From an optimization exercise on the open Yosys and OpenROAD flow, aimed at small area, a short achievable clock period and few clock cycles; shortcuts taken in it are not production practice. In this exercise RTL edits were held to simulation tests only and were not proved equivalent to the original. Power and IR drop assume default switching activity.

$ cat flow/config.mk
export PLATFORM = sky130hd
export DESIGN_NAME = gmc4_core
export DESIGN_NICKNAME = gmc4_core
export VERILOG_FILES = /design/flow/design.v
export SDC_FILE = /design/flow/constraint.sdc
export NUM_CORES = 4
export LEC_CHECK = 0
export ABC_CLOCK_PERIOD_IN_PS = 3000
export CAP_MARGIN = 20
export CORE_MARGIN = 2
export CORE_UTILIZATION = 60
export SETUP_SLACK_MARGIN = 5
export SLEW_MARGIN = 20
$ cat flow/design.v
module gmc4_core (
    input  wire       clk,
    input  wire       rst,
    input  wire       cmd_valid,
    output wire       cmd_ready,
    input  wire [2:0] cmd_op,
    input  wire [7:0] cmd_addr,
    input  wire [3:0] cmd_data,
    output reg  [3:0] rdata,
    output reg  [4:0] step_delay,
    output reg  [3:0] reg_a,
    output reg  [3:0] reg_b,
    output reg  [3:0] reg_y,
    output reg  [3:0] reg_z,
    output reg  [6:0] pc,
    output reg        flag,
    output reg  [3:0] display,
    output reg  [6:0] leds,
    output reg  [4:0] sound,
    output reg        halted,
    output reg        waiting
);
    localparam [2:0] CMD_STEP  = 3'd0,
                     CMD_SET   = 3'd1,
                     CMD_GET   = 3'd2,
                     CMD_KEY   = 3'd3,
                     CMD_HALT  = 3'd4,
                     CMD_SOFT  = 3'd5,
                     CMD_HARD  = 3'd6,
                     CMD_START = 3'd7;
    localparam [4:0] SND_NONE  = 5'd0,
                     SND_END   = 5'd1,
                     SND_ERROR = 5'd2,
                     SND_SHORT = 5'd3,
                     SND_LONG  = 5'd4;
    reg  [511:0] mem;           
    reg  [3:0]   sh_a, sh_b, sh_y, sh_z;
    reg          key_valid;
    reg  [3:0]   key_val;
    reg          runlatch;
    reg          rdy;           
    reg  [6:0]   ra;            
    reg          get_oor;       
    assign cmd_ready = rdy;
    wire accept   = cmd_valid && rdy;
    wire hard_rst = rst || (accept && cmd_op == CMD_HARD);
    wire [4:0] row0 = ra[6:2];
    wire [4:0] row1 = ra[6:2] + 5'd1;
    wire [127:0] bank0, bank1, bank2, bank3;
    genvar gi;
    generate
        for (gi = 0; gi < 32; gi = gi + 1) begin : g_bank
            assign bank0[4*gi +: 4] = mem[4*(4*gi+0) +: 4];
            assign bank1[4*gi +: 4] = mem[4*(4*gi+1) +: 4];
            assign bank2[4*gi +: 4] = mem[4*(4*gi+2) +: 4];
            assign bank3[4*gi +: 4] = mem[4*(4*gi+3) +: 4];
        end
    endgenerate
    wire [4:0] rsel0 = (ra[1:0] > 2'd0) ? row1 : row0;
    wire [4:0] rsel1 = (ra[1:0] > 2'd1) ? row1 : row0;
    wire [4:0] rsel2 = (ra[1:0] > 2'd2) ? row1 : row0;
    wire [4:0] rsel3 = row0;
    wire [3:0] q0 = bank0[{rsel0, 2'b00} +: 4];
    wire [3:0] q1 = bank1[{rsel1, 2'b00} +: 4];
    wire [3:0] q2 = bank2[{rsel2, 2'b00} +: 4];
    wire [3:0] q3 = bank3[{rsel3, 2'b00} +: 4];
    reg  [3:0] op, n1, n2;
    always @(*) begin
        case (ra[1:0])
            2'd0: begin op = q0; n1 = q1; n2 = q2; end
            2'd1: begin op = q1; n1 = q2; n2 = q3; end
            2'd2: begin op = q2; n1 = q3; n2 = q0; end
            default: begin op = q3; n1 = q0; n2 = q1; end
        endcase
    end
    wire [63:0] win = mem[4*8'h50 +: 64];
    wire [3:0]  m   = win[{reg_y, 2'b00} +: 4];
    wire [3:0]  mem_5e = mem[4*8'h5E +: 4];
    wire [2:0]  mem_5f = mem[4*8'h5F +: 3];
    wire [4:0] sum_am = {1'b0, reg_a} + {1'b0, m};
    wire [4:0] dif_am = {1'b0, reg_a} - {1'b0, m};
    wire [4:0] sum_ai = {1'b0, reg_a} + {1'b0, n1};
    wire [4:0] sum_yi = {1'b0, reg_y} + {1'b0, n1};
    wire [5:0] dem_m    = (m > 4'd9) ? ({2'b00, m} - 6'd6) : {2'b00, m};
    wire [5:0] dem_d    = dem_m - {2'b00, reg_a};
    wire [5:0] dem_sub  = dem_d[5] ? (dem_d + 6'd10) : dem_d;
    wire [5:0] dep_s    = {2'b00, m} + {2'b00, reg_a};
    wire [5:0] dep_add  = (dep_s > 6'd9) ? (dep_s + 6'd6) : dep_s;
    wire is_step = accept && cmd_op == CMD_STEP;
    wire exec    = is_step && !halted && !(waiting && !key_valid);
    wire       is_set  = accept && cmd_op == CMD_SET && !cmd_addr[7];
    wire       win_we  = exec && (op == 4'h4 || (op == 4'hE && n1[3:1] == 3'b111));
    wire [3:0] win_wd  = (op == 4'h4) ? reg_a : (n1[0] ? dep_add[3:0] : dem_sub[3:0]);
    wire [3:0] set_wd  = hard_rst ? 4'hF : cmd_data;
    wire [3:0] wwin_wd = hard_rst ? 4'hF : ((cmd_op == CMD_SET) ? cmd_data : win_wd);
    generate
        for (gi = 0; gi < 128; gi = gi + 1) begin : g_cell
            if (gi >= 8'h50 && gi < 8'h60) begin : g_w
                wire we = hard_rst || (is_set && cmd_addr[6:0] == gi)
                          || (win_we && reg_y == (gi - 8'h50));
                always @(posedge clk)
                    if (we) mem[4*gi +: 4] <= wwin_wd;
            end else begin : g_n
                wire we = hard_rst || (is_set && cmd_addr[6:0] == gi);
                always @(posedge clk)
                    if (we) mem[4*gi +: 4] <= set_wd;
            end
        end
    endgenerate
    wire ka_take = key_valid || runlatch;
    reg  [6:0] npc;
    always @(*) begin
        if (op == 4'hF)
            npc = flag ? {n1[2:0], n2} : ra + 7'd3;
        else if (op[3])
            npc = ra + 7'd2;
        else if (op == 4'h0 && !ka_take)
            npc = ra;
        else
            npc = ra + 7'd1;
    end
    always @(posedge clk) begin
        if (hard_rst) begin
            rdy        <= 1'b1;
            ra         <= 7'd0;
            get_oor    <= 1'b0;
            reg_a      <= 4'd0;
            reg_b      <= 4'd0;
            reg_y      <= 4'd0;
            reg_z      <= 4'd0;
            sh_a       <= 4'd0;
            sh_b       <= 4'd0;
            sh_y       <= 4'd0;
            sh_z       <= 4'd0;
            pc         <= 7'd0;
            flag       <= 1'b1;
            display    <= 4'd0;
            leds       <= 7'd0;
            sound      <= SND_NONE;
            halted     <= 1'b0;
            waiting    <= 1'b0;
            key_valid  <= 1'b0;
            key_val    <= 4'd0;
            runlatch   <= 1'b0;
            rdata      <= 4'd0;
            step_delay <= 5'd0;
        end else if (!rdy) begin
            rdata <= get_oor ? 4'd0 : op;
            ra    <= pc;
            rdy   <= 1'b1;
        end else if (accept) begin
            case (cmd_op)
                CMD_STEP: begin
                    step_delay <= 5'd0;
                    if (exec) begin
                        pc       <= npc;
                        ra       <= npc;
                        runlatch <= 1'b0;
                        flag     <= 1'b1;
                        case (op)
                            4'h0: begin   
                                if (ka_take) begin
                                    reg_a     <= key_valid ? key_val : 4'd0;
                                    key_valid <= 1'b0;
                                    flag      <= 1'b0;
                                    waiting   <= 1'b0;
                                end else begin
                                    waiting   <= 1'b1;
                                end
                            end
                            4'h1: display <= reg_a;                        
                            4'h2: begin                                      
                                reg_a <= reg_b;
                                reg_b <= reg_a;
                                reg_y <= reg_z;
                                reg_z <= reg_y;
                            end
                            4'h3: begin                                      
                                reg_a <= reg_y;
                                reg_y <= reg_a;
                            end
                            4'h4: ;                                          
                            4'h5: reg_a <= m;                                
                            4'h6: begin                                      
                                reg_a <= sum_am[3:0];
                                flag  <= sum_am[4];
                            end
                            4'h7: begin                                      
                                reg_a <= dif_am[3:0];
                                flag  <= dif_am[4];
                            end
                            4'h8: reg_a <= n1;                               
                            4'h9: begin                                      
                                reg_a <= sum_ai[3:0];
                                flag  <= sum_ai[4];
                            end
                            4'hA: reg_y <= n1;                               
                            4'hB: begin                                      
                                reg_y <= sum_yi[3:0];
                                flag  <= sum_yi[4];
                            end
                            4'hC: flag <= (reg_a != n1);                     
                            4'hD: flag <= (reg_y != n1);                     
                            4'hE: begin                                      
                                case (n1)
                                    4'h0: display <= 4'd0;                   
                                    4'h1: if (reg_y[2:0] != 3'd7)            
                                              leds[reg_y[2:0]] <= 1'b1;
                                    4'h2: if (reg_y[2:0] != 3'd7)            
                                              leds[reg_y[2:0]] <= 1'b0;
                                    4'h3: ;                                  
                                    4'h4: reg_a <= ~reg_a;                   
                                    4'h5: begin                              
                                        reg_a <= sh_a;  sh_a <= reg_a;
                                        reg_b <= sh_b;  sh_b <= reg_b;
                                        reg_y <= sh_y;  sh_y <= reg_y;
                                        reg_z <= sh_z;  sh_z <= reg_z;
                                    end
                                    4'h6: begin                              
                                        reg_a <= {1'b0, reg_a[3:1]};
                                        flag  <= ~reg_a[0];
                                    end
                                    4'h7: sound <= SND_END;                  
                                    4'h8: sound <= SND_ERROR;                
                                    4'h9: sound <= SND_SHORT;                
                                    4'hA: sound <= SND_LONG;                 
                                    4'hB: sound <= (reg_a >= 4'd1 && reg_a <= 4'd14)
                                                   ? {1'b1, reg_a} : SND_NONE;   
                                    4'hC: step_delay <= {1'b0, reg_a} + 5'd1;    
                                    4'hD: leds <= {mem_5f, mem_5e};          
                                    4'hE: reg_y <= reg_y - 4'd1;             
                                    4'hF: reg_y <= reg_y - 4'd1;             
                                endcase
                            end
                            default: ;                                       
                        endcase
                    end
                end
                CMD_GET: begin
                    ra      <= cmd_addr[6:0];
                    get_oor <= cmd_addr[7];
                    rdy     <= 1'b0;
                end
                CMD_KEY: begin
                    key_valid <= 1'b1;
                    key_val   <= cmd_data;
                    waiting   <= 1'b0;
                end
                CMD_HALT: begin
                    halted  <= 1'b1;
                    waiting <= 1'b0;
                end
                CMD_SOFT: begin
                    pc      <= 7'd0;
                    ra      <= 7'd0;
                    halted  <= 1'b0;
                    waiting <= 1'b0;
                end
                CMD_START: runlatch <= cmd_data[0];
                default: ;   
            endcase
        end
    end
endmodule
$ cat flow/run.sh
#!/bin/bash
# synth_recipe.tcl (not shown) runs the flow's synth.tcl, then flattens the netlist and writes it again
# the make line also repeats each setting of config.mk as NAME=value (left out here)
make -C /OpenROAD-flow-scripts/flow DESIGN_CONFIG=/design/flow/config.mk WORK_HOME=/design/flow/orfs CLKGATE_MAP_FILE= SYNTH_SCRIPT=/design/flow/synth_recipe.tcl finish
$ cat flow/constraint.sdc
create_clock -name core_clock -period 12.0 [get_ports {clk}]
set_input_delay 2.4000 -clock core_clock [delete_from_list [all_inputs] [get_ports {clk}]]
set_output_delay 2.4000 -clock core_clock [all_outputs]
set_load 0.01 [all_outputs]
==> flow_summary.html, run 1 <==
<table>
<tr><th>Metric</th><th>Value</th></tr>
<tr><th colspan="2">Detailed routing</th></tr>
<tr><td>DR DRC count</td><td>0</td></tr>
<tr><td>Antenna Violating Nets Remaining</td><td>0</td></tr>
<tr><td>Avg WL per Cell</td><td>29.44 µm</td></tr>
<tr><td>Highest metal layer with signal wires</td><td>met4</td></tr>
<tr><td>First drt pass iteration count</td><td>5</td></tr>
<tr><td>Met2 wire length</td><td>41.21 mm</td></tr>
<tr><td>Via-to-Cell Ratio</td><td>7.027</td></tr>
<tr><td>Routed wl met3</td><td>9.562 mm</td></tr>
<tr><td>M1 wire length</td><td>37.42 mm</td></tr>
<tr><td>1st-iter DRT viols</td><td>2924</td></tr>
<tr><td>Routed wire length</td><td>92.07 mm</td></tr>
<tr><td>Number of vias after detailed routing</td><td>21.97k</td></tr>
<tr><th colspan="2">Floorplan</th></tr>
<tr><td>Horiz. Die Dim</td><td>229.0 µm</td></tr>
<tr><td>DIE AREA</td><td>52420 µm²</td></tr>
<tr><td>Starting utilization of the core area</td><td>60.65%</td></tr>
<tr><td>Vert. Die Dim</td><td>229.0 µm</td></tr>
<tr><td>I/O Pins</td><td>70</td></tr>
<tr><td>Row Count</td><td>82</td></tr>
<tr><td>Core Area</td><td>50070 µm²</td></tr>
<tr><th colspan="2">Timing</th></tr>
<tr><td>Clock Skews</td><td>50.63 ps</td></tr>
<tr><td>Unrepaired setup endpoints after global routing</td><td>no</td></tr>
<tr><td>Worst path setup slack after routing</td><td>5277 ps</td></tr>
<tr><td>Fin Hold WS</td><td>454.0 ps</td></tr>
<tr><td>Setup-failing EPs final</td><td>0</td></tr>
<tr><td>Minimum period implied by the final worst setup slack</td><td>6723 ps</td></tr>
<tr><td>Final-layout setup total negative slack</td><td>0 ps</td></tr>
<tr><td>Slew of the pin with the lowest slew margin</td><td>1081 ps</td></tr>
<tr><td>Tcrit/Tclk final</td><td>56.03%</td></tr>
<tr><td>Highest attainable clock frequency</td><td>148.7 MHz</td></tr>
<tr><td>Slew HR</td><td>27.72%</td></tr>
<tr><td>Max-slew violations</td><td>0</td></tr>
<tr><td>Final-report hold violation count</td><td>0</td></tr>
<tr><th colspan="2">Synth</th></tr>
<tr><td>Fraction of the yosys area taken by sequential cells</td><td>56.04%</td></tr>
<tr><td>Count of synthesis-stage warnings from yosys</td><td>1</td></tr>
<tr><td>Cells after synthesis</td><td>2402</td></tr>
<tr><td>Post-Synthesis Mean Instance Area</td><td>12.64 µm²</td></tr>
<tr><td>Fraction of registers with async set/reset</td><td>0%</td></tr>
<tr><td>Post-synthesis sequential element count</td><td>594</td></tr>
<tr><td>Synthesized Nets</td><td>2465</td></tr>
<tr><td>Post-synthesis cell type count</td><td>101</td></tr>
<tr><td>Prevailing post-synth register cell</td><td>edfxtp_1</td></tr>
<tr><td>Netlist area before placement</td><td>30360 µm²</td></tr>
<tr><td>Number of flops mapped to enable cells by yosys</td><td>512</td></tr>
<tr><th colspan="2">Global route</th></tr>
<tr><td>Wire length of the first global-routing pass</td><td>136.8 mm</td></tr>
<tr><td>Vias in the first global route</td><td>21.12k</td></tr>
<tr><td>Aggregate global routing overflow</td><td>0</td></tr>
<tr><td>Number of antenna violations at the first check in global routing</td><td>0</td></tr>
<tr><td>Largest net degree at the start of global routing</td><td>84</td></tr>
<tr><td>Total routing resource utilization after global routing</td><td>34.95%</td></tr>
<tr><th colspan="2">Placement</th></tr>
<tr><td>Port buffer count</td><td>69</td></tr>
<tr><td>HPWL after DPL</td><td>61.92 mm</td></tr>
<tr><td>Final estimated routing congestion in global placement</td><td>1.028</td></tr>
<tr><td>Worst slack at placement</td><td>4992 ps</td></tr>
<tr><td>Instance count after placement with tap cells included</td><td>3016</td></tr>
<tr><th colspan="2">Setup path</th></tr>
<tr><td>Delay of the slowest cell on the worst path</td><td>960 ps</td></tr>
<tr><td>Critical path type</td><td>reg2reg</td></tr>
<tr><td>CP endpoint kind</td><td>register</td></tr>
<tr><td>Cell breakdown of the critical path</td><td>ha_1, mux2i_4, nand2_1, a32o_1, a2111oi_1, o31a_1, o21a_1, o21ai_1, or3_1, a21oi_1, nand2_1, o221ai_1</td></tr>
<tr><td>Cell with the largest stage delay on the worst path</td><td>a2111oi_1</td></tr>
<tr><td>Crit-path most repeated cell</td><td>nand2_1</td></tr>
<tr><td>Data arrival time of the worst path</td><td>7010 ps</td></tr>
<tr><td>Data required time of the critical path</td><td>12290 ps</td></tr>
<tr><td>CP Max Fanout</td><td>19</td></tr>
<tr><td>Startpoint type of the worst setup path</td><td>register</td></tr>
<tr><th colspan="2">Finish</th></tr>
<tr><td>Final Instance Count excl. Fillers</td><td>3127</td></tr>
<tr><td>Area of the multi-input gates</td><td>12440 µm²</td></tr>
<tr><td>Layout cells sized above 1</td><td>12.91%</td></tr>
<tr><td>Final-layout fill cell count</td><td>3728</td></tr>
<tr><td>FF+latch area</td><td>17030 µm²</td></tr>
<tr><td>Antenna Cells</td><td>0</td></tr>
<tr><td>Syn-to-layout area delta</td><td>10.49%</td></tr>
<tr><td>Final Net Count</td><td>2469</td></tr>
<tr><th colspan="2">Clock network</th></tr>
<tr><td>Worst skew pair latency</td><td>670 ps</td></tr>
<tr><td># hold bufs at CTS</td><td>0</td></tr>
<tr><td>CTS root buffer</td><td>clkbuf_16</td></tr>
<tr><td>Clock-pin slew reported for the worst setup and hold paths after clock tree synthesis</td><td>60 ps</td></tr>
<tr><td>Clock tree from TritonCTS</td><td>built</td></tr>
<tr><td>Number of buffers created by CTS</td><td>60</td></tr>
<tr><td>Deepest level of the CTS H-tree</td><td>2</td></tr>
<tr><td>Post-CTS Repair Setup Buffers</td><td>0</td></tr>
<tr><td>Maximum number of buffers from clock root to sink</td><td>3</td></tr>
<tr><td>Clock Sink Count</td><td>594</td></tr>
<tr><th colspan="2">Pwr</th></tr>
<tr><td>Leakage</td><td>10.93 nW</td></tr>
<tr><td>Total power divided by cell area</td><td>196.3 nW/µm²</td></tr>
<tr><td>Final Total Pwr</td><td>6.587 mW</td></tr>
<tr><td>Maximum resistive drop on vdd</td><td>0.1520 mV</td></tr>
<tr><th colspan="2">Job</th></tr>
<tr><td>Count of maximum capacitance violations</td><td>0</td></tr>
<tr><th colspan="2">Min path</th></tr>
<tr><td>Path class of the lowest-slack min-delay path</td><td>reg2reg</td></tr>
<tr><th colspan="2">Status</th></tr>
<tr><td>Status</td><td>timing/DRC/antenna clean</td></tr>
</table>
cell type report:
| class | count | area share [%] |
|---|---|---|
| clock buffer | 72 | 4.673 |
| clock inverter | 39 | 1.339 |
| inverter | 45 | 0.5035 |
| multi-input combinational | 1588 | 37.09 |
| sequential | 594 | 50.76 |
| tap | 672 | 2.506 |
| timing repair buffer | 117 | 3.133 |
per-layer routing:
metal / vias up / track usage [%]
met5: - / 0
met4: 0 / 13.82
met3: 214 / 7.148
met2: 1297 / 52.62
met1: 11010 / 50.32
li1: 9452 / -
per-stage QoR:
step / utilization [%] / cell area [µm²]
floorplan: - / 30360
global placement: 62.96 / 31520
detailed placement: 62.96 / 31520
CTS: 66.99 / 33540
global route: 67.01 / 33550
finish: 67.01 / 33550
cells in the final DEF, fill, tap and decap left out, drive strengths merged, types with 59 or more instances in the layout:
cell type / Yosys / layout
nor2: 121 / 121
mux4: 101 / 101
nand2: 197 / 197
dfxtp: 82 / 82
clkbuf: 98 / 72
clkdlybuf4s50: 0 / 69
a21oi: 109 / 109
o21ai: 158 / 158
edfxtp: 512 / 512
mux2i: 170 / 170
nand3: 59 / 59
flip-flops by register name, indices dropped and copies added (netlist names), 5 cells and up, named ones only:
name / flops
mem: 512
pc: 7
ra: 7
sound: 5
step_delay: 5
final timing paths:
kind                                   start  cells past startpoint  slack (ps)                          to
hold reg to reg   step_delay[4]$_SDFFE_PP0P_                      2         450  step_delay[4]$_SDFFE_PP0P_
setup / recovery          ra[1]$_SDFFE_PP0P_                     12        5280          mem[323]$_DFFE_PP_
hold / removal    step_delay[4]$_SDFFE_PP0P_                      2         450  step_delay[4]$_SDFFE_PP0P_
setup reg to reg          ra[1]$_SDFFE_PP0P_                     12        5280          mem[323]$_DFFE_PP_
power breakdown:
group / internal, mW / leakage (nW) / switching (mW)
registers: 2.51 / 5.32 / 0.182
logic: 0.692 / 4.63 / 1.28
clock network: 1.11 / 0.977 / 0.810
kinds of logic (layout without fill, tap and decap cells):
kind of cell,Yosys count,in the layout,synth area share (%)
buffers and inverters,220,273,3.305
and+or+nand+nor,596,596,9.750
muxes,294,294,14.00
adders and majority gates,45,45,1.978
xor gates and xnor gates,38,38,1.232
AOI/OAI and AO/OA,615,615,13.69
DFF,594,594,56.04
worst max-delay path, delay by kind of cell (launching register included):
kind | cells | cell delay [ps]
simple gates | 3 | 880
mux | 1 | 780
flops | 1 | 610
compound gates | 7 | 3390
fa+ha+maj | 1 | 710
synthesized netlist by cell type (44+ instances only):
| cell type | number | area share [%] |
|---|---|---|
| buf_2 | 46 | 0.76 |
| mux4_2 | 101 | 7.5 |
| edfxtp_1 | 512 | 51 |
| a21oi_1 | 107 | 1.8 |
| nor2_1 | 121 | 1.5 |
| nand3_1 | 58 | 0.96 |
| a211oi_1 | 44 | 1.1 |
| dfxtp_1 | 82 | 5.4 |
| o21ai_0 | 153 | 2.5 |
| nand2_1 | 196 | 2.4 |
| mux2i_1 | 169 | 5.6 |
| clkbuf_1 | 98 | 1.2 |
what timing repair did:
action                                  CTS  global route
gates cloned                              0             0
hold endpoints to repair                  0             0
resized for setup                         1             3
endpoints found under the setup margin   14            73
Testbench counts, summed over its fixed seeds: cycles 42,055.
==> run 2: changes to the inputs <==
--- a/flow/config.mk
+++ b/flow/config.mk
@@ -7,7 +7,5 @@
 export LEC_CHECK = 0
-export ABC_CLOCK_PERIOD_IN_PS = 3000
 export CAP_MARGIN = 20
 export CORE_MARGIN = 2
-export CORE_UTILIZATION = 60
-export SETUP_SLACK_MARGIN = 5
+export CORE_UTILIZATION = 40
 export SLEW_MARGIN = 20
==> run 2 against run 1 <==
Effect of this change:
- non-clock buffer count up 3
- clock power up 4%
- synthesized cell count unchanged
- final cell count up 9.8%
- combinational power about the same
- final area up 1.4%
- largest cell class unchanged
- highest routed layer is now met5
==> flow_summary.html, run 2 <==
<table>
<tr><th>Metric</th><th>Value</th></tr>
<tr><th colspan="2">Detailed routing</th></tr>
<tr><td>DR DRC count</td><td>0</td></tr>
<tr><td>Number of vias after detailed routing</td><td>21.96k</td></tr>
<tr><td>Routed wire length</td><td>97.32 mm</td></tr>
<tr><td>Antenna Violating Nets Remaining</td><td>0</td></tr>
<tr><td>1st-iter DRT viols</td><td>2923</td></tr>
<tr><td>Via-to-Cell Ratio</td><td>6.392</td></tr>
<tr><td>First drt pass iteration count</td><td>6</td></tr>
<tr><td>Avg WL per Cell</td><td>28.33 µm</td></tr>
<tr><th colspan="2">Synth</th></tr>
<tr><td>Mux cell area share after synthesis</td><td>14.00%</td></tr>
<tr><td>Top post-synthesis cells by area</td><td>edfxtp_1, mux4_2, mux2i_1</td></tr>
<tr><td>Prevailing post-synth register cell</td><td>edfxtp_1</td></tr>
<tr><td>Fraction of the yosys area taken by sequential cells</td><td>56.04%</td></tr>
<tr><td>Area share of and/or/nand/nor cells after synthesis</td><td>9.749%</td></tr>
<tr><td>Library cell with the largest summed area after synthesis</td><td>edfxtp_1</td></tr>
<tr><td>Post-synthesis cell type count</td><td>101</td></tr>
<tr><td>Post-synthesis sequential element count</td><td>594</td></tr>
<tr><td>Netlist area before placement</td><td>30360 µm²</td></tr>
<tr><td>Post-synthesis compound-gate area fraction</td><td>13.69%</td></tr>
<tr><td>Number of flops mapped to enable cells by yosys</td><td>512</td></tr>
<tr><td>Cells after synthesis</td><td>2402</td></tr>
<tr><td>Count of synthesis-stage warnings from yosys</td><td>1</td></tr>
<tr><td>Share of the synthesized area in the top cell type</td><td>50.63%</td></tr>
<tr><td>Post-Synthesis Mean Instance Area</td><td>12.64 µm²</td></tr>
<tr><td>Fraction of registers with async set/reset</td><td>0%</td></tr>
<tr><td>Most common cell in the netlist</td><td>edfxtp_1</td></tr>
<tr><td>Adder-cell area share of the yosys netlist</td><td>1.978%</td></tr>
<tr><td>Synthesized Nets</td><td>2465</td></tr>
<tr><td>Share of the synthesized netlist area taken by xor and xnor gates</td><td>1.232%</td></tr>
<tr><td>Main combinational cell family by area after synthesis</td><td>multiplexers</td></tr>
<tr><td>Top cells by count, synth</td><td>edfxtp_1, nand2_1, mux2i_1, o21ai_0, nor2_1</td></tr>
<tr><th colspan="2">Clock network</th></tr>
<tr><td>Maximum number of buffers from clock root to sink</td><td>3</td></tr>
<tr><td>Worst skew pair latency</td><td>660 ps</td></tr>
<tr><td>Clock-pin slew reported for the worst setup and hold paths after clock tree synthesis</td><td>60 ps</td></tr>
<tr><td>Deepest level of the CTS H-tree</td><td>2</td></tr>
<tr><td>CTS root buffer</td><td>clkbuf_16</td></tr>
<tr><td>Count of instances resized after the clock tree is built</td><td>0</td></tr>
<tr><td>Clock Sink Count</td><td>594</td></tr>
<tr><td># hold bufs at CTS</td><td>0</td></tr>
<tr><td>Clock tree from TritonCTS</td><td>built</td></tr>
<tr><td>Post-CTS Repair Setup Buffers</td><td>0</td></tr>
<tr><td>Number of buffers created by CTS</td><td>61</td></tr>
<tr><th colspan="2">Finish</th></tr>
<tr><td>Final Instance Count excl. Fillers</td><td>3435</td></tr>
<tr><td>Most frequent standard cell in the layout excluding fill and tap cells</td><td>edfxtp_1</td></tr>
<tr><td>Antenna Cells</td><td>0</td></tr>
<tr><td>Registers with the most flip-flops</td><td>mem: 512 flops, pc: 7 flops, ra: 7 flops</td></tr>
<tr><td>Highest-count cells in the layout ignoring fill and taps</td><td>edfxtp_1, nand2_1, mux2i_1</td></tr>
<tr><td>Syn-to-layout area delta</td><td>12.08%</td></tr>
<tr><td>Register bank with the most flops</td><td>mem</td></tr>
<tr><td>Max reg flops</td><td>512</td></tr>
<tr><td>Final Net Count</td><td>2473</td></tr>
<tr><td>Layout cells sized above 1</td><td>13.15%</td></tr>
<tr><th colspan="2">Floorplan</th></tr>
<tr><td>Core Area</td><td>75570 µm²</td></tr>
<tr><td>Horiz. Die Dim</td><td>279.5 µm</td></tr>
<tr><td>I/O Pins</td><td>70</td></tr>
<tr><td>Starting utilization of the core area</td><td>40.18%</td></tr>
<tr><td>Vert. Die Dim</td><td>279.5 µm</td></tr>
<tr><td>Row Count</td><td>101</td></tr>
<tr><td>DIE AREA</td><td>78130 µm²</td></tr>
<tr><th colspan="2">Placement</th></tr>
<tr><td>Instance count after placement with tap cells included</td><td>3325</td></tr>
<tr><td>Port buffer count</td><td>69</td></tr>
<tr><td>Final estimated routing congestion in global placement</td><td>0.9806</td></tr>
<tr><td>HPWL after DPL</td><td>66.20 mm</td></tr>
<tr><th colspan="2">Timing</th></tr>
<tr><td>Unrepaired setup endpoints after global routing</td><td>no</td></tr>
<tr><td>Slew HR</td><td>23.20%</td></tr>
<tr><td>Final-report hold violation count</td><td>0</td></tr>
<tr><td>Setup-failing EPs final</td><td>0</td></tr>
<tr><td>Tcrit/Tclk final</td><td>67.19%</td></tr>
<tr><td>Max-slew violations</td><td>0</td></tr>
<tr><td>Highest attainable clock frequency</td><td>124.0 MHz</td></tr>
<tr><td>Clock Skews</td><td>33.57 ps</td></tr>
<tr><td>Minimum period implied by the final worst setup slack</td><td>8062 ps</td></tr>
<tr><td>Final-layout setup total negative slack</td><td>0 ps</td></tr>
<tr><td>Slew of the pin with the lowest slew margin</td><td>1152 ps</td></tr>
<tr><td>Fin Hold WS</td><td>469.2 ps</td></tr>
<tr><th colspan="2">Setup path</th></tr>
<tr><td>Data arrival time of the worst path</td><td>8620 ps</td></tr>
<tr><td>Data required time of the critical path</td><td>12550 ps</td></tr>
<tr><td>Startpoint type of the worst setup path</td><td>register</td></tr>
<tr><td>Reg2Reg Setup Slack</td><td>3940 ps</td></tr>
<tr><td>Worst reg-to-reg path cell count</td><td>15</td></tr>
<tr><td>CP endpoint kind</td><td>register</td></tr>
<tr><td>CP Max Fanout</td><td>21</td></tr>
<tr><td>Origin of the critical flop-to-flop path</td><td>ra[1]$_SDFFE_PP0P_</td></tr>
<tr><td>Critical path type</td><td>reg2reg</td></tr>
<tr><th colspan="2">Global route</th></tr>
<tr><td>Met1 global-route usage</td><td>34.51%</td></tr>
<tr><td>Largest net degree at the start of global routing</td><td>99</td></tr>
<tr><td>Aggregate global routing overflow</td><td>0</td></tr>
<tr><td>Total routing resource utilization after global routing</td><td>24.56%</td></tr>
<tr><td>Met3 usage in global routing</td><td>4.646%</td></tr>
<tr><td>Vias in the first global route</td><td>21.31k</td></tr>
<tr><td>Met2 track demand over resource in global routing</td><td>37.49%</td></tr>
<tr><td>Gr busiest metal</td><td>met2</td></tr>
<tr><td>Number of antenna violations at the first check in global routing</td><td>2</td></tr>
<tr><td>Wire length of the first global-routing pass</td><td>143.6 mm</td></tr>
<tr><th colspan="2">Min path</th></tr>
<tr><td>Worst hold path stage count</td><td>2</td></tr>
<tr><td>End of the worst hold path</td><td>rdata[2]$_SDFFE_PP0N_</td></tr>
<tr><td>Hold_sp</td><td>rdata[2]$_SDFFE_PP0N_</td></tr>
<tr><td>Path class of the lowest-slack min-delay path</td><td>reg2reg</td></tr>
<tr><th colspan="2">Pwr</th></tr>
<tr><td>Leakage</td><td>10.98 nW</td></tr>
<tr><td>Total power divided by cell area</td><td>195.7 nW/µm²</td></tr>
<tr><td>Maximum resistive drop on vdd</td><td>0.1245 mV</td></tr>
<tr><th colspan="2">Status</th></tr>
<tr><td>Status</td><td>timing/DRC/antenna clean</td></tr>
<tr><th colspan="2">Job</th></tr>
<tr><td>Count of maximum capacitance violations</td><td>0</td></tr>
</table>
[run 2: cell counts after synthesis]
No cell type changed its count.
[run 2: layout make-up]
cell class,instances,area (µm²)
repair buffers,120,1071
clock buffers,68,1605
well taps,978,1224
clock inverters,42,498.0
flip-flops and latches,594,17030
inverters,45,168.9
multi-input cells,1588,12440
fillers,6730,41540
[run 2: per-stage QoR]
stage               instance area [µm²]  utilization (%)  worst slack (ps)  total power [mW]
finish                            34030            45.03              3938             6.661
detailed placement                31930            42.25              4280             4.639
global placement                  31920            42.24              4472             4.614
CTS                               34030            45.03              4270             6.628
global route                      34030            45.03              3522             6.895
floorplan                         30360                -              6679             3.963
[run 2: metal layers]
metal | part of all wire, % | wire length, µm | up-vias
met2 | 45 | 43640 | 1192
li1 | - | - | 9471
met1 | 42 | 40550 | 11070
met4 | 4.5 | 4352 | 2
met3 | 9.0 | 8759 | 226
met5 | 0.010 | 10 | -
[run 2: logic make-up (layout without fill, tap and decap cells)]
logic type | after synthesis | in the layout
compound gates | 615 | 615
simple gates | 596 | 596
flops | 594 | 594
mux | 294 | 294
buf+inv | 220 | 275
fa+ha+maj | 45 | 45
xor+xnor | 38 | 38
[run 2: worst max path at each step]
| stage | startpoint | end | depth (start not counted) | slack [ps] |
|---|---|---|---|---|
| after detailed placement | ra[1]$_SDFFE_PP0P_ | register | 15 | 4280 |
| after CTS | ra[1]$_SDFFE_PP0P_ | register | 15 | 4270 |
| after floorplan | cmd_op[2] | mem[0]$_DFFE_PP_ | 6 | 6680 |
| after global placement | ra[1]$_SDFFE_PP0P_ | mem[333]$_DFFE_PP_ | 12 | 4470 |
| after global routing | ra[1]$_SDFFE_PP0P_ | register | 15 | 3520 |
| final | ra[1]$_SDFFE_PP0P_ | register | 15 | 3940 |
[run 2: report_power, final]
group          internal (mW)  total [mW]  switching [mW]
clock                   1.17        2.00           0.823
combinational          0.692        1.99            1.30
sequential              2.51        2.67           0.162
total                   4.38        6.66            2.28
[run 2: worst max-delay path: stages, from the launching register on]
cell and delay, ps:
dfxtp_1 810, inv_1 190, ha_1 520, nor2b_1 980
o21ai_2 410, buf_4 350, mux4_2 360, a2111oi_1 860
nor3_1 280, o31a_1 330, o31a_1 550, inv_2 350
nand4_1 530, a21boi_1 980, a21oi_1 140, a211oi_1 280
==> run 3: changes to the inputs <==
--- a/flow/design.v
+++ b/flow/design.v
@@ -41,3 +41,4 @@
     reg          rdy;           
-    reg  [6:0]   ra;            
+    reg  [4:0]   rs0, rs1, rs2, rs3;
+    reg  [1:0]   rot;
     reg          get_oor;       
@@ -46,4 +47,2 @@
     wire hard_rst = rst || (accept && cmd_op == CMD_HARD);
-    wire [4:0] row0 = ra[6:2];
-    wire [4:0] row1 = ra[6:2] + 5'd1;
     wire [127:0] bank0, bank1, bank2, bank3;
@@ -58,13 +57,9 @@
     endgenerate
-    wire [4:0] rsel0 = (ra[1:0] > 2'd0) ? row1 : row0;
-    wire [4:0] rsel1 = (ra[1:0] > 2'd1) ? row1 : row0;
-    wire [4:0] rsel2 = (ra[1:0] > 2'd2) ? row1 : row0;
-    wire [4:0] rsel3 = row0;
-    wire [3:0] q0 = bank0[{rsel0, 2'b00} +: 4];
-    wire [3:0] q1 = bank1[{rsel1, 2'b00} +: 4];
-    wire [3:0] q2 = bank2[{rsel2, 2'b00} +: 4];
-    wire [3:0] q3 = bank3[{rsel3, 2'b00} +: 4];
+    wire [3:0] q0 = bank0[{rs0, 2'b00} +: 4];
+    wire [3:0] q1 = bank1[{rs1, 2'b00} +: 4];
+    wire [3:0] q2 = bank2[{rs2, 2'b00} +: 4];
+    wire [3:0] q3 = bank3[{rs3, 2'b00} +: 4];
     reg  [3:0] op, n1, n2;
     always @(*) begin
-        case (ra[1:0])
+        case (rot)
             2'd0: begin op = q0; n1 = q1; n2 = q2; end
@@ -110,2 +105,6 @@
     wire ka_take = key_valid || runlatch;
+    wire [6:0] pc1 = pc + 7'd1;
+    wire [6:0] pc2 = pc + 7'd2;
+    wire [6:0] pc3 = pc + 7'd3;
+    wire [6:0] tgt = {n1[2:0], n2};
     reg  [6:0] npc;
@@ -113,9 +112,38 @@
         if (op == 4'hF)
-            npc = flag ? {n1[2:0], n2} : ra + 7'd3;
+            npc = flag ? tgt : pc3;
         else if (op[3])
-            npc = ra + 7'd2;
+            npc = pc2;
         else if (op == 4'h0 && !ka_take)
-            npc = ra;
+            npc = pc;
         else
-            npc = ra + 7'd1;
+            npc = pc1;
+    end
+    function [19:0] rows;
+        input [6:0] x;
+        reg   [4:0] r0, r1;
+        begin
+            r0 = x[6:2];
+            r1 = x[6:2] + 5'd1;
+            rows = {r0,
+                    (x[1:0] > 2'd2) ? r1 : r0,
+                    (x[1:0] > 2'd1) ? r1 : r0,
+                    (x[1:0] > 2'd0) ? r1 : r0};
+        end
+    endfunction
+    wire [19:0] rows_pc  = rows(pc);
+    wire [19:0] rows_pc1 = rows(pc1);
+    wire [19:0] rows_pc2 = rows(pc2);
+    wire [19:0] rows_pc3 = rows(pc3);
+    wire [19:0] rows_tgt = rows(tgt);
+    wire [19:0] rows_get = rows(cmd_addr[6:0]);
+    reg  [19:0] nrows;
+    always @(*) begin
+        if (op == 4'hF)
+            nrows = flag ? rows_tgt : rows_pc3;
+        else if (op[3])
+            nrows = rows_pc2;
+        else if (op == 4'h0 && !ka_take)
+            nrows = rows_pc;
+        else
+            nrows = rows_pc1;
     end
@@ -124,3 +152,4 @@
             rdy        <= 1'b1;
-            ra         <= 7'd0;
+            {rs3, rs2, rs1, rs0} <= 20'd0;
+            rot        <= 2'd0;
             get_oor    <= 1'b0;
@@ -148,3 +177,4 @@
             rdata <= get_oor ? 4'd0 : op;
-            ra    <= pc;
+            {rs3, rs2, rs1, rs0} <= rows_pc;
+            rot   <= pc[1:0];
             rdy   <= 1'b1;
@@ -156,3 +186,4 @@
                         pc       <= npc;
-                        ra       <= npc;
+                        {rs3, rs2, rs1, rs0} <= nrows;
+                        rot      <= npc[1:0];
                         runlatch <= 1'b0;
@@ -239,3 +270,4 @@
                 CMD_GET: begin
-                    ra      <= cmd_addr[6:0];
+                    {rs3, rs2, rs1, rs0} <= rows_get;
+                    rot     <= cmd_addr[1:0];
                     get_oor <= cmd_addr[7];
@@ -254,3 +286,4 @@
                     pc      <= 7'd0;
-                    ra      <= 7'd0;
+                    {rs3, rs2, rs1, rs0} <= 20'd0;
+                    rot     <= 2'd0;
                     halted  <= 1'b0;
--- a/flow/config.mk
+++ b/flow/config.mk
@@ -9,3 +9,4 @@
 export CORE_MARGIN = 2
-export CORE_UTILIZATION = 40
+export CORE_UTILIZATION = 60
+export SETUP_SLACK_MARGIN = 5
 export SLEW_MARGIN = 20
==> run 3 against run 2 <==
Effect of this change:
- sequential share of layout area rose by 1.7 points
- die area fell by 33%
- synthesized area fell by 0.40%
- clock-buffer cell count fell by 1
- routed wire length fell by 12%
- still clean
- power fell by 7.0%
- highest routed layer is now met4
- largest cell class unchanged
- combinational power fell by 21%
==> flow_summary.html, run 3 <==
<table>
<tr><th>Metric</th><th>Value</th></tr>
<tr><th colspan="2">Status</th></tr>
<tr><td>Status</td><td>timing/DRC/antenna clean</td></tr>
<tr><th colspan="2">Clock network</th></tr>
<tr><td>CTS root buffer</td><td>clkbuf_16</td></tr>
<tr><td>Clock Sink Count</td><td>609</td></tr>
<tr><td>Deepest level of the CTS H-tree</td><td>2</td></tr>
<tr><td># hold bufs at CTS</td><td>0</td></tr>
<tr><td>Count of instances resized after the clock tree is built</td><td>0</td></tr>
<tr><td>Post-CTS Repair Setup Buffers</td><td>0</td></tr>
<tr><td>Clock-pin slew reported for the worst setup and hold paths after clock tree synthesis</td><td>60 ps</td></tr>
<tr><td>Worst skew pair latency</td><td>660 ps</td></tr>
<tr><td>Clock tree from TritonCTS</td><td>built</td></tr>
<tr><td>Number of buffers created by CTS</td><td>60</td></tr>
<tr><td>Maximum number of buffers from clock root to sink</td><td>3</td></tr>
<tr><th colspan="2">Pwr</th></tr>
<tr><td>Switching power as a share of total power</td><td>31.42%</td></tr>
<tr><td>Net Sw Power</td><td>1.946 mW</td></tr>
<tr><td>Relative contribution of sequential cells to total power</td><td>43.2%</td></tr>
<tr><td>Leakage</td><td>10.53 nW</td></tr>
<tr><td>Total power divided by cell area</td><td>185.1 nW/µm²</td></tr>
<tr><td>Clock power share</td><td>31.3%</td></tr>
<tr><td>Maximum resistive drop on vdd</td><td>0.1511 mV</td></tr>
<tr><td>Logic pwr share</td><td>25.5%</td></tr>
<tr><td>Cell Int Power</td><td>4.247 mW</td></tr>
<tr><th colspan="2">Detailed routing</th></tr>
<tr><td>Avg WL per Cell</td><td>29.25 µm</td></tr>
<tr><td>Routed wire length</td><td>85.81 mm</td></tr>
<tr><td>DR DRC count</td><td>0</td></tr>
<tr><td>Via-to-Cell Ratio</td><td>6.859</td></tr>
<tr><td>1st-iter DRT viols</td><td>2720</td></tr>
<tr><td>Number of vias after detailed routing</td><td>20.13k</td></tr>
<tr><td>Antenna Violating Nets Remaining</td><td>0</td></tr>
<tr><td>First drt pass iteration count</td><td>6</td></tr>
<tr><th colspan="2">Min path</th></tr>
<tr><td>Path class of the lowest-slack min-delay path</td><td>reg2reg</td></tr>
<tr><th colspan="2">Finish</th></tr>
<tr><td>Layout cells sized above 1</td><td>17.60%</td></tr>
<tr><td>Antenna Cells</td><td>0</td></tr>
<tr><td>Highest-count cells in the layout ignoring fill and taps</td><td>edfxtp_1, mux4_2, o21ai_0</td></tr>
<tr><td>Final-layout fill cell count</td><td>3588</td></tr>
<tr><td>Most frequent standard cell in the layout excluding fill and tap cells</td><td>edfxtp_1</td></tr>
<tr><td>End-of-flow core utilization</td><td>66.97%</td></tr>
<tr><td>Syn-to-layout area delta</td><td>10.65%</td></tr>
<tr><td>Final Net Count</td><td>2281</td></tr>
<tr><td>Registers with the most flip-flops</td><td>mem: 512 flops, pc: 7 flops</td></tr>
<tr><td>Register bank with the most flops</td><td>mem</td></tr>
<tr><td>Max reg flops</td><td>512</td></tr>
<tr><th colspan="2">Setup path</th></tr>
<tr><td>Data arrival time of the worst path</td><td>6210 ps</td></tr>
<tr><td>Worst setup path start</td><td>cmd_op[2]</td></tr>
<tr><td>Worst flop-to-flop path endpoint</td><td>reg_y[3]$_SDFFE_PP0P_</td></tr>
<tr><td>Startpoint type of the worst setup path</td><td>input port</td></tr>
<tr><td>Reg2Reg Setup Slack</td><td>6320 ps</td></tr>
<tr><td>Origin of the critical flop-to-flop path</td><td>rs1[0]$_SDFFE_PP0P_</td></tr>
<tr><td>CP Max Fanout</td><td>11</td></tr>
<tr><td>Data required time of the critical path</td><td>12280 ps</td></tr>
<tr><td>Critical path type</td><td>in2reg</td></tr>
<tr><td>Worst reg-to-reg path cell count</td><td>15</td></tr>
<tr><td>Critical path destination</td><td>mem[133]$_DFFE_PP_</td></tr>
<tr><td>CP endpoint kind</td><td>register</td></tr>
<tr><th colspan="2">Synth</th></tr>
<tr><td>Top post-synthesis cells by area</td><td>edfxtp_1, mux4_2, dfxtp_1</td></tr>
<tr><td>Post-synthesis sequential element count</td><td>609</td></tr>
<tr><td>Number of flops mapped to enable cells by yosys</td><td>512</td></tr>
<tr><td>Share of the synthesized area in the top cell type</td><td>50.84%</td></tr>
<tr><td>Post-synthesis cell type count</td><td>84</td></tr>
<tr><td>Synthesized Nets</td><td>2280</td></tr>
<tr><td>Most common cell in the netlist</td><td>edfxtp_1</td></tr>
<tr><td>Library cell with the largest summed area after synthesis</td><td>edfxtp_1</td></tr>
<tr><td>Fraction of the yosys area taken by sequential cells</td><td>57.26%</td></tr>
<tr><td>Post-Synthesis Mean Instance Area</td><td>13.68 µm²</td></tr>
<tr><td>Cells after synthesis</td><td>2210</td></tr>
<tr><td>Fraction of registers with async set/reset</td><td>0%</td></tr>
<tr><td>Count of synthesis-stage warnings from yosys</td><td>1</td></tr>
<tr><td>Netlist area before placement</td><td>30240 µm²</td></tr>
<tr><td>Top cells by count, synth</td><td>edfxtp_1, mux4_2, o21ai_0, nand2_1</td></tr>
<tr><td>Prevailing post-synth register cell</td><td>edfxtp_1</td></tr>
<tr><th colspan="2">Timing</th></tr>
<tr><td>Slew HR</td><td>23.72%</td></tr>
<tr><td>Minimum period implied by the final worst setup slack</td><td>5926 ps</td></tr>
<tr><td>Final-report hold violation count</td><td>0</td></tr>
<tr><td>Max-slew violations</td><td>0</td></tr>
<tr><td>Clock Skews</td><td>43.90 ps</td></tr>
<tr><td>Highest attainable clock frequency</td><td>168.7 MHz</td></tr>
<tr><td>Unrepaired setup endpoints after global routing</td><td>no</td></tr>
<tr><td>Setup-failing EPs final</td><td>0</td></tr>
<tr><td>Fin Hold WS</td><td>453.8 ps</td></tr>
<tr><td>Tcrit/Tclk final</td><td>49.39%</td></tr>
<tr><td>Final-layout setup total negative slack</td><td>0 ps</td></tr>
<tr><td>Slew of the pin with the lowest slew margin</td><td>1136 ps</td></tr>
<tr><th colspan="2">Placement</th></tr>
<tr><td>Final estimated routing congestion in global placement</td><td>0.9647</td></tr>
<tr><td>Port buffer count</td><td>69</td></tr>
<tr><td>HPWL after DPL</td><td>57.60 mm</td></tr>
<tr><th colspan="2">Floorplan</th></tr>
<tr><td>Row Count</td><td>82</td></tr>
<tr><td>Vert. Die Dim</td><td>228.5 µm</td></tr>
<tr><td>Horiz. Die Dim</td><td>228.5 µm</td></tr>
<tr><td>DIE AREA</td><td>52210 µm²</td></tr>
<tr><td>Core Area</td><td>49970 µm²</td></tr>
<tr><td>Starting utilization of the core area</td><td>60.52%</td></tr>
<tr><td>I/O Pins</td><td>70</td></tr>
<tr><th colspan="2">Job</th></tr>
<tr><td>Count of maximum capacitance violations</td><td>0</td></tr>
<tr><th colspan="2">Global route</th></tr>
<tr><td>Vias in the first global route</td><td>19.80k</td></tr>
<tr><td>Number of antenna violations at the first check in global routing</td><td>0</td></tr>
<tr><td>Wire length of the first global-routing pass</td><td>128.9 mm</td></tr>
<tr><td>Total routing resource utilization after global routing</td><td>33.03%</td></tr>
<tr><td>Largest net degree at the start of global routing</td><td>89</td></tr>
<tr><td>Aggregate global routing overflow</td><td>0</td></tr>
</table>
run 3: cell types whose count changed after synthesis, moves of 29 or more:
cell	previous run	this run
buf_2	46	17
clkbuf_1	98	128
mux2i_1	169	44
mux4_2	101	190
nand2_1	196	151
xor2_1	7	42
run 3: cells by family after synthesis:
| family | share of synthesized area [%] |
|---|---|
| compound gates | 10.78 |
| flops | 57.26 |
| simple gates | 7.319 |
| fa+ha+maj | 2.276 |
| buf+inv | 3.099 |
| xor+xnor | 2.693 |
| mux | 16.57 |
run 3: final cells by class:
type | count | area (µm²) | area share [%]
Timing Repair Buffer | 113 | 1032 | 3.085
Clock inverter | 46 | 529.3 | 1.582
Tap cell | 672 | 840.8 | 2.513
Inverter | 41 | 153.9 | 0.4599
Sequential cell | 609 | 17320 | 51.77
Clock buffer | 67 | 1528 | 4.566
Multi-Input combinational cell | 1386 | 12060 | 36.03
run 3: critical path: stages:
cell and delay (ps):
clkdlybuf4s50_1 620, nor3b_1 920, nand2_1 560, nor3b_1 630, nand2_1 450, o21ai_0 610
run 3: metal layers:
metal | part of all wire, % | up-vias | global-route usage, %
li1 | - | 8699 | -
met1 | 40 | 10100 | 46.74
met2 | 46 | 1170 | 51.87
met3 | 10 | 159 | 6.924
met4 | 3.3 | 0 | 10.66
met5 | 0 | - | 0
run 3: power groups by stage:
stage	Sequential, mW	Clock, mW	Combinational (mW)
finish	2.68	1.94	1.58
detailed placement	2.71	0	1.54
global route	2.68	2.05	1.68
CTS	2.67	1.95	1.55
global placement	2.71	0	1.53
floorplan	2.62	0	1.11
run 3: through the flow:
step	cells	setup slack, ps	instance area [µm²]	total power, mW
4_1_cts	2934	6215	33460	6.172
6_report	2934	6074	33460	6.193
2_1_floorplan	2210	6629	30240	3.725
5_1_grt	2934	5806	33460	6.412
3_5_place_dp	2821	5545	31400	4.257
3_3_place_gp	2819	5610	31380	4.240
run 3: worst min-delay path by stage:
| stage | from | endpoint | cells after the start |
|---|---|---|---|
| final | step_delay[4]$_SDFFE_PP0P_ | step_delay[4]$_SDFFE_PP0P_ | 2 |
| after global routing | sound[1]$_SDFFE_PP0P_ | sound[1]$_SDFFE_PP0P_ | 2 |
| after CTS | sh_y[0]$_SDFFE_PP0P_ | sh_y[0]$_SDFFE_PP0P_ | 2 |
| after detailed placement | sh_z[1]$_SDFFE_PP0P_ | sh_z[1]$_SDFFE_PP0P_ | 2 |
| after global placement | sh_b[0]$_SDFFE_PP0P_ | sh_b[0]$_SDFFE_PP0P_ | 2 |
| after floorplan | sh_y[2]$_SDFFE_PP0P_ | sh_y[2]$_SDFFE_PP0P_ | 2 |
Testbench counts of run 3, summed over its fixed seeds: cycles 42,055.
==> run 4: changes to the inputs <==
==> flow/flow/run.sh (new file) <==
#!/bin/bash
# Standard layout (the standard.sh: unchanged synthesis, floorplan, place,
# CTS, route), with the resizer's setup target tightened: repair_timing works
# until the setup slack is at least SETUP_SLACK_MARGIN. The clock period and
# the constraints stay the design's. CTS adds no dummy loads. Each tool's
# output is in orfs/logs/.
set -euo pipefail
bash standard.sh SETUP_SLACK_MARGIN=7.5 \
  "CTS_ARGS=-sink_clustering_enable -repair_clock_nets -dont_use_dummy_load -buf_list {sky130_fd_sc_hd__clkbuf_4 sky130_fd_sc_hd__clkbuf_8}" \
  finish > standard.log 2>&1
==> flow/standard.sh (new file) <==
#!/bin/bash
# synth_recipe.tcl (not shown) runs the flow's synth.tcl, then flattens the netlist and writes it again
# the make line also repeats each setting of config.mk as NAME=value (left out here)
make -C /OpenROAD-flow-scripts/flow DESIGN_CONFIG=/design/flow/config.mk WORK_HOME=/design/flow/orfs CLKGATE_MAP_FILE= SYNTH_SCRIPT=/design/flow/synth_recipe.tcl "${@:-finish}"
--- a/flow/config.mk
+++ b/flow/config.mk
@@ -9,4 +9,4 @@
 export CORE_MARGIN = 2
-export CORE_UTILIZATION = 60
-export SETUP_SLACK_MARGIN = 5
+export CORE_UTILIZATION = 70
+export CTS_BUF_LIST = sky130_fd_sc_hd__clkbuf_4 sky130_fd_sc_hd__clkbuf_8
 export SLEW_MARGIN = 20
removed: flow/run.sh
==> run 4 against run 3 <==
Effect of this change:
- power decreased by 0.35%
- critical path depth decreased by 2
- sequential power increased by 1%
- final cell count increased by 0.41%
- clock skew increased by 35 ps
- routed wire length increased by 23%
- worst setup slack improved by 1100 ps
- clock power decreased by 23%
- final area increased by 4.3%
- synthesized area unchanged
- via count increased by 15%
- largest cell class unchanged
- highest routed layer is now met5
==> flow_summary.html, run 4 <==
<table>
<tr><th>Metric</th><th>Value</th></tr>
<tr><th colspan="2">Status</th></tr>
<tr><td>Status</td><td>timing/DRC/antenna clean</td></tr>
<tr><th colspan="2">Setup path</th></tr>
<tr><td>Startpoint type of the worst setup path</td><td>input port</td></tr>
<tr><td>Cell breakdown of the critical path</td><td>clkdlybuf4s50_1, ha_2, nand4_1, o21ai_0</td></tr>
<tr><td>Worst reg-to-reg path cell count</td><td>10</td></tr>
<tr><td>Origin of the critical flop-to-flop path</td><td>rs2[1]$_SDFFE_PP0P_</td></tr>
<tr><td>Cell with the largest stage delay on the worst path</td><td>o21ai_0</td></tr>
<tr><td>Delay of the slowest cell on the worst path</td><td>860 ps</td></tr>
<tr><td>CP Max Fanout</td><td>10</td></tr>
<tr><td>CP endpoint kind</td><td>register</td></tr>
<tr><td>Data arrival time of the worst path</td><td>5160 ps</td></tr>
<tr><td>Critical path type</td><td>in2reg</td></tr>
<tr><td>Reg2Reg Setup Slack</td><td>7290 ps</td></tr>
<tr><td>Worst flop-to-flop path endpoint</td><td>mem[348]$_DFFE_PP_</td></tr>
<tr><td>Data required time of the critical path</td><td>12310 ps</td></tr>
<tr><th colspan="2">Timing</th></tr>
<tr><td>Slew of the pin with the lowest slew margin</td><td>1178 ps</td></tr>
<tr><td>Highest attainable clock frequency</td><td>206.5 MHz</td></tr>
<tr><td>Max-slew violations</td><td>0</td></tr>
<tr><td>Fin Hold WS</td><td>455.2 ps</td></tr>
<tr><td>Final-report hold violation count</td><td>0</td></tr>
<tr><td>Minimum period implied by the final worst setup slack</td><td>4843 ps</td></tr>
<tr><td>Setup-failing EPs final</td><td>0</td></tr>
<tr><td>Unrepaired setup endpoints after global routing</td><td>yes</td></tr>
<tr><td>Clock Skews</td><td>78.82 ps</td></tr>
<tr><td>Slew HR</td><td>20.91%</td></tr>
<tr><td>Final-layout setup total negative slack</td><td>0 ps</td></tr>
<tr><td>Tcrit/Tclk final</td><td>40.36%</td></tr>
<tr><th colspan="2">Detailed routing</th></tr>
<tr><td>1st-iter DRT viols</td><td>4073</td></tr>
<tr><td>Antenna Violating Nets Remaining</td><td>0</td></tr>
<tr><td>Avg WL per Cell</td><td>35.87 µm</td></tr>
<tr><td>Routed wire length</td><td>105.7 mm</td></tr>
<tr><td>First drt pass iteration count</td><td>12</td></tr>
<tr><td>DR DRC count</td><td>0</td></tr>
<tr><td>Via-to-Cell Ratio</td><td>7.829</td></tr>
<tr><td>Number of vias after detailed routing</td><td>23.06k</td></tr>
<tr><th colspan="2">Synth</th></tr>
<tr><td>Post-synthesis cell type count</td><td>84</td></tr>
<tr><td>Cells after synthesis</td><td>2210</td></tr>
<tr><td>Library cell with the largest summed area after synthesis</td><td>edfxtp_1</td></tr>
<tr><td>Prevailing post-synth register cell</td><td>edfxtp_1</td></tr>
<tr><td>Most common cell in the netlist</td><td>edfxtp_1</td></tr>
<tr><td>Number of flops mapped to enable cells by yosys</td><td>512</td></tr>
<tr><td>Post-synthesis sequential element count</td><td>609</td></tr>
<tr><td>Synthesized Nets</td><td>2280</td></tr>
<tr><td>Netlist area before placement</td><td>30240 µm²</td></tr>
<tr><td>Post-Synthesis Mean Instance Area</td><td>13.68 µm²</td></tr>
<tr><td>Fraction of the yosys area taken by sequential cells</td><td>57.26%</td></tr>
<tr><td>Top post-synthesis cells by area</td><td>edfxtp_1, mux4_2, dfxtp_1</td></tr>
<tr><td>Share of the synthesized area in the top cell type</td><td>50.84%</td></tr>
<tr><td>Count of synthesis-stage warnings from yosys</td><td>1</td></tr>
<tr><td>Top cells by count, synth</td><td>edfxtp_1, mux4_2, o21ai_0, nand2_1</td></tr>
<tr><td>Fraction of registers with async set/reset</td><td>0%</td></tr>
<tr><th colspan="2">Finish</th></tr>
<tr><td>Highest-count cells in the layout ignoring fill and taps</td><td>edfxtp_1, mux4_2, nand2_1</td></tr>
<tr><td>Syn-to-layout area delta</td><td>15.36%</td></tr>
<tr><td>Layout cells sized above 1</td><td>29.20%</td></tr>
<tr><td>Final Net Count</td><td>2428</td></tr>
<tr><td>Most frequent standard cell in the layout excluding fill and tap cells</td><td>edfxtp_1</td></tr>
<tr><td>Final Instance Count excl. Fillers</td><td>2946</td></tr>
<tr><td>Registers with the most flip-flops</td><td>mem: 512 flops, pc: 7 flops</td></tr>
<tr><td>Final-layout fill cell count</td><td>2127</td></tr>
<tr><td>FF+latch area</td><td>17350 µm²</td></tr>
<tr><td>Register bank with the most flops</td><td>mem</td></tr>
<tr><td>Final standard cell area without fillers</td><td>34890 µm²</td></tr>
<tr><td>Max reg flops</td><td>512</td></tr>
<tr><td>Area of the multi-input gates</td><td>12970 µm²</td></tr>
<tr><th colspan="2">Global route</th></tr>
<tr><td>Largest net degree at the start of global routing</td><td>113</td></tr>
<tr><td>Number of antenna violations at the first check in global routing</td><td>10</td></tr>
<tr><td>Wire length of the first global-routing pass</td><td>136.2 mm</td></tr>
<tr><td>Total routing resource utilization after global routing</td><td>42.05%</td></tr>
<tr><td>Aggregate global routing overflow</td><td>0</td></tr>
<tr><td>Vias in the first global route</td><td>21.29k</td></tr>
<tr><th colspan="2">Pwr</th></tr>
<tr><td>Cell Int Power</td><td>3.999 mW</td></tr>
<tr><td>Maximum resistive drop on vdd</td><td>0.1546 mV</td></tr>
<tr><td>Leakage</td><td>11.12 nW</td></tr>
<tr><td>Relative contribution of sequential cells to total power</td><td>44.1%</td></tr>
<tr><td>Net Sw Power</td><td>2.172 mW</td></tr>
<tr><td>Total power divided by cell area</td><td>176.9 nW/µm²</td></tr>
<tr><td>Logic pwr share</td><td>31.6%</td></tr>
<tr><td>Switching power as a share of total power</td><td>35.19%</td></tr>
<tr><td>Final Total Pwr</td><td>6.171 mW</td></tr>
<tr><td>Clock power share</td><td>24.3%</td></tr>
<tr><th colspan="2">Clock network</th></tr>
<tr><td>Clock tree from TritonCTS</td><td>built</td></tr>
<tr><td>Clock Sink Count</td><td>609</td></tr>
<tr><td>Deepest level of the CTS H-tree</td><td>3</td></tr>
<tr><td>Worst skew pair latency</td><td>740 ps</td></tr>
<tr><td>Number of buffers created by CTS</td><td>94</td></tr>
<tr><td>CTS root buffer</td><td>clkbuf_8</td></tr>
<tr><td>Clock-pin slew reported for the worst setup and hold paths after clock tree synthesis</td><td>60 ps</td></tr>
<tr><td>Maximum number of buffers from clock root to sink</td><td>3</td></tr>
<tr><th colspan="2">Floorplan</th></tr>
<tr><td>Horiz. Die Dim</td><td>211.9 µm</td></tr>
<tr><td>Core Area</td><td>42890 µm²</td></tr>
<tr><td>Vert. Die Dim</td><td>211.9 µm</td></tr>
<tr><td>Starting utilization of the core area</td><td>70.52%</td></tr>
<tr><td>Row Count</td><td>76</td></tr>
<tr><td>I/O Pins</td><td>70</td></tr>
<tr><td>DIE AREA</td><td>44880 µm²</td></tr>
<tr><th colspan="2">Placement</th></tr>
<tr><td>Instance count after placement with tap cells included</td><td>2725</td></tr>
<tr><td>Final estimated routing congestion in global placement</td><td>1.002</td></tr>
<tr><td>Port buffer count</td><td>69</td></tr>
<tr><td>Placed Instance Area</td><td>31280 µm²</td></tr>
<tr><td>HPWL after DPL</td><td>56.90 mm</td></tr>
<tr><th colspan="2">Min path</th></tr>
<tr><td>Path class of the lowest-slack min-delay path</td><td>reg2reg</td></tr>
<tr><td>Hold_sp</td><td>sh_b[3]$_SDFFE_PP0P_</td></tr>
<tr><td>End of the worst hold path</td><td>sh_b[3]$_SDFFE_PP0P_</td></tr>
<tr><td>Worst hold path stage count</td><td>2</td></tr>
<tr><th colspan="2">Job</th></tr>
<tr><td>Count of maximum capacitance violations</td><td>0</td></tr>
</table>
[run 4: changes by cell type in the layout (fill, tap and decap cells not counted), sizes merged, moves of 4 or more]
cell	delta
buf	+101
clkbuf	+34
clkinv	-29
bufinv	-9
clkinvlp	-5
diode	+5
clkdlybuf4s50	-4
[run 4: logic make-up (layout without fill, tap and decap cells)]
family	count (synthesis)	count (layout)	synth area share (%)
other cells	0	5	0
simple gates	472	474	7.319
fa+ha+maj	52	52	2.276
compound gates	509	510	10.78
xor+xnor	93	93	2.693
flops	609	609	57.26
buf+inv	215	357	3.099
mux	260	261	16.57
[run 4: critical path: cells and delay by family]
family	cells	cell delay, ps
buffers and inverters	1	790
AND/OR/NAND/NOR	1	580
adder cells (fa/ha/maj)	1	510
AO/OA/AOI/OAI	1	860
[run 4: cell type report]
class / instances / area share (%)
multi-input combinational: 1390 / 37.17
tap: 585 / 2.098
inverter: 41 / 0.4483
timing repair buffer: 222 / 6.811
antenna: 5 / 0.03586
sequential: 609 / 49.73
clock buffer: 94 / 3.708
[run 4: how the worst max path moves through the flow]
stage,startpoint,to,slack (ps)
floorplan,cmd_op[1],mem[101]$_DFFE_PP_,7330
global placement,cmd_op[2],reg_a[2]$_SDFFE_PP0P_,6080
detailed placement,cmd_op[2],reg_a[2]$_SDFFE_PP0P_,5950
CTS,rs3[1]$_SDFFE_PP0P_,reg_y[3]$_SDFFE_PP0P_,7370
global route,cmd_addr[3],mem[497]$_DFFE_PP_,7230
finish,cmd_addr[3],mem[497]$_DFFE_PP_,7160
[run 4: power by group through the flow]
stage	Clock [mW]	Combinational (mW)	Sequential, mW
2_1_floorplan	0	1.12	2.61
3_3_place_gp	0	1.51	2.71
3_5_place_dp	0	1.54	2.71
4_1_cts	1.41	1.67	2.68
5_1_grt	1.55	2.00	2.72
6_report	1.50	1.95	2.72
[run 4: per-layer routing]
metal	vias to the layer above	wire length (µm)	global-route usage, %
li1	9003	-	-
met1	10980	32920	54.40
met2	2454	47700	66.00
met3	613	16210	11.16
met4	10	8741	22.51
met5	-	93	0
[run 4: metrics by stage]
stage	setup slack (ps)	util [%]
detailed placement	5947	72.93
floorplan	7331	-
finish	7157	81.35
CTS	7366	78.83
global placement	6079	72.88
global route	7232	81.33
[run 4: repair_timing]
| action | in CTS | in global routing |
|---|---|---|
| resized for setup | 207 | 100 |
| setup buffers | 50 | 54 |
| endpoints found under the setup margin | 1076 | 632 |
| hold buffers | 0 | 0 |
| pin swaps | 15 | 33 |
| cloned | 7 | 10 |
==> run 5: changes to the inputs <==
--- a/flow/flow/run.sh
+++ b/flow/flow/run.sh
@@ -8,3 +8,3 @@
 bash standard.sh SETUP_SLACK_MARGIN=7.5 \
-  "CTS_ARGS=-sink_clustering_enable -repair_clock_nets -dont_use_dummy_load -buf_list {sky130_fd_sc_hd__clkbuf_4 sky130_fd_sc_hd__clkbuf_8}" \
+  "CTS_ARGS=-sink_clustering_enable -repair_clock_nets -dont_use_dummy_load" \
   finish > standard.log 2>&1
--- a/flow/config.mk
+++ b/flow/config.mk
@@ -9,4 +9,3 @@
 export CORE_MARGIN = 2
-export CORE_UTILIZATION = 70
-export CTS_BUF_LIST = sky130_fd_sc_hd__clkbuf_4 sky130_fd_sc_hd__clkbuf_8
+export CORE_UTILIZATION = 60
 export SLEW_MARGIN = 20
==> run 5 against run 4 <==
Effect of this change:
- synthesized area is the same
- still clean on timing, DRC and antenna
- combinational power fell by 3%
- flip-flop and latch count is the same
- sequential power is 1% lower
- die area up 16%
==> flow_summary.html, run 5 <==
<table>
<tr><th>Metric</th><th>Value</th></tr>
<tr><th colspan="2">Clock network</th></tr>
<tr><td>Maximum number of buffers from clock root to sink</td><td>3</td></tr>
<tr><td>Deepest level of the CTS H-tree</td><td>2</td></tr>
<tr><td>Clock Sink Count</td><td>609</td></tr>
<tr><th colspan="2">Detailed routing</th></tr>
<tr><td>Number of vias after detailed routing</td><td>20.83k</td></tr>
<tr><td>Routed wire length</td><td>90.01 mm</td></tr>
<tr><td>DR DRC count</td><td>0</td></tr>
<tr><th colspan="2">Setup path</th></tr>
<tr><td>Cell breakdown of the critical path</td><td>buf_12, mux4_2, mux4_2, buf_6, fa_2, xor2_4, ha_2, nand2b_1, a22o_1, o21ai_2, mux2_4, mux2i_4, a21oi_2, o211ai_1, buf_4, buf_8</td></tr>
<tr><td>Reg2Reg Setup Slack</td><td>7450 ps</td></tr>
<tr><td>Cell family with most CP delay</td><td>multiplexers</td></tr>
<tr><td>Data arrival time of the worst path</td><td>4980 ps</td></tr>
<tr><th colspan="2">Synth</th></tr>
<tr><td>Number of flops mapped to enable cells by yosys</td><td>512</td></tr>
<tr><td>Share of the synthesized area in the top cell type</td><td>50.84%</td></tr>
<tr><td>Cells after synthesis</td><td>2210</td></tr>
<tr><td>Post-Synthesis Mean Instance Area</td><td>13.68 µm²</td></tr>
<tr><td>Top post-synthesis cells by area</td><td>edfxtp_1, mux4_2, dfxtp_1</td></tr>
<tr><td>Post-synthesis sequential element count</td><td>609</td></tr>
<tr><th colspan="2">Timing</th></tr>
<tr><td>Max-slew violations</td><td>0</td></tr>
<tr><td>Final-layout setup total negative slack</td><td>0 ps</td></tr>
<tr><th colspan="2">Global route</th></tr>
<tr><td>Wire length of the first global-routing pass</td><td>132.5 mm</td></tr>
<tr><td>Number of antenna violations at the first check in global routing</td><td>2</td></tr>
<tr><th colspan="2">Placement</th></tr>
<tr><td>Placed Instance Area</td><td>31460 µm²</td></tr>
<tr><td>Port buffer count</td><td>69</td></tr>
<tr><td>HPWL after DPL</td><td>57.98 mm</td></tr>
<tr><td>Final estimated routing congestion in global placement</td><td>0.9394</td></tr>
<tr><th colspan="2">Pwr</th></tr>
<tr><td>Switching power as a share of total power</td><td>32.22%</td></tr>
<tr><td>Total power divided by cell area</td><td>177.3 nW/µm²</td></tr>
<tr><td>Cell Int Power</td><td>4.187 mW</td></tr>
<tr><td>Leakage</td><td>10.97 nW</td></tr>
<tr><th colspan="2">Status</th></tr>
<tr><td>Status</td><td>timing/DRC/antenna clean</td></tr>
<tr><th colspan="2">Finish</th></tr>
<tr><td>FF+latch area</td><td>17340 µm²</td></tr>
<tr><td>Register bank with the most flops</td><td>mem</td></tr>
<tr><td>Syn-to-layout area delta</td><td>15.21%</td></tr>
<tr><th colspan="2">Floorplan</th></tr>
<tr><td>DIE AREA</td><td>52210 µm²</td></tr>
<tr><td>Core Area</td><td>49970 µm²</td></tr>
</table>
[run 5: cell counts after synthesis]
No cell type changed its count.
[run 5: routing by layer]
layer	vias up	routed length, µm	GRT usage, %	part of all wire, %
met5	-	9	0	0.010
met4	2	3603	12.13	4.0
met3	235	9789	6.974	11
met2	1312	42330	53.37	47
met1	10420	34280	46.99	38
li1	8861	-	-	-
[run 5: layout make-up]
cell class,count,area share (%)
tap,672,2.413
sequential,609,49.76
inverter,41,0.4417
antenna,1,0.007182
multi-input combinational,1388,37.18
timing repair buffer,196,5.818
clock buffer,61,4.381
[run 5: through the flow]
step	utilization, %	setup slack (ps)	total power, mW
3_3_place_gp	62.96	5993	4.243
5_1_grt	69.73	7377	6.374
4_1_cts	68.19	7371	5.989
2_1_floorplan	-	7331	3.732
3_5_place_dp	62.96	5873	4.261
6_report	69.73	7455	6.177
[run 5: what timing repair did]
item                       4_1_cts  5_1_grt
resized for setup              197       69
gates cloned                     6        8
pin swaps                       11       27
setup endpoints to repair      969      571
setup buffers                   35       34
[run 5: final timing paths]
| kind | start | endpoint | cells past startpoint |
|---|---|---|---|
| worst max-delay path | reg_y[0]$_SDFFE_PP0P_ | mem[322]$_DFFE_PP_ | 16 |
| worst min-delay path | sh_b[3]$_SDFFE_PP0P_ | sh_b[3]$_SDFFE_PP0P_ | 2 |
| worst max register to register | reg_y[0]$_SDFFE_PP0P_ | mem[322]$_DFFE_PP_ | 16 |
| worst min register to register | sh_b[3]$_SDFFE_PP0P_ | sh_b[3]$_SDFFE_PP0P_ | 2 |
[run 5: power groups by stage]
stage / sequential, mW / clock [mW] / combinational, mW
after floorplan: 2.61 / 0 / 1.12
after global placement: 2.70 / 0 / 1.54
after detailed placement: 2.70 / 0 / 1.56
after CTS: 2.67 / 1.62 / 1.70
after global routing: 2.69 / 1.70 / 1.99
final: 2.68 / 1.61 / 1.89
[run 5: cell families after synthesis]
kind of cell               count (synthesis)  share of synthesized area (%)
AOI/OAI and AO/OA                        509                          10.78
xor gates and xnor gates                  93                          2.693
adders and majority gates                 52                          2.276
buffers and inverters                    215                          3.099
DFF                                      609                          57.26
muxes                                    260                          16.57
and+or+nand+nor                          472                          7.319
[run 5: worst min-delay path: stages (launching register included)]
cell and delay (ps):
dfxtp_1 310, nand2_1 50, a21oi_1 50

Check on run 5: ideal ports give 7.455 ns setup slack; a clkbuf_16 on the clock port and buf_2 on the inputs give 7.437 ns; moving port delays by the midpoint clock arrival (0.665 ns) as well gives 6.932 ns.
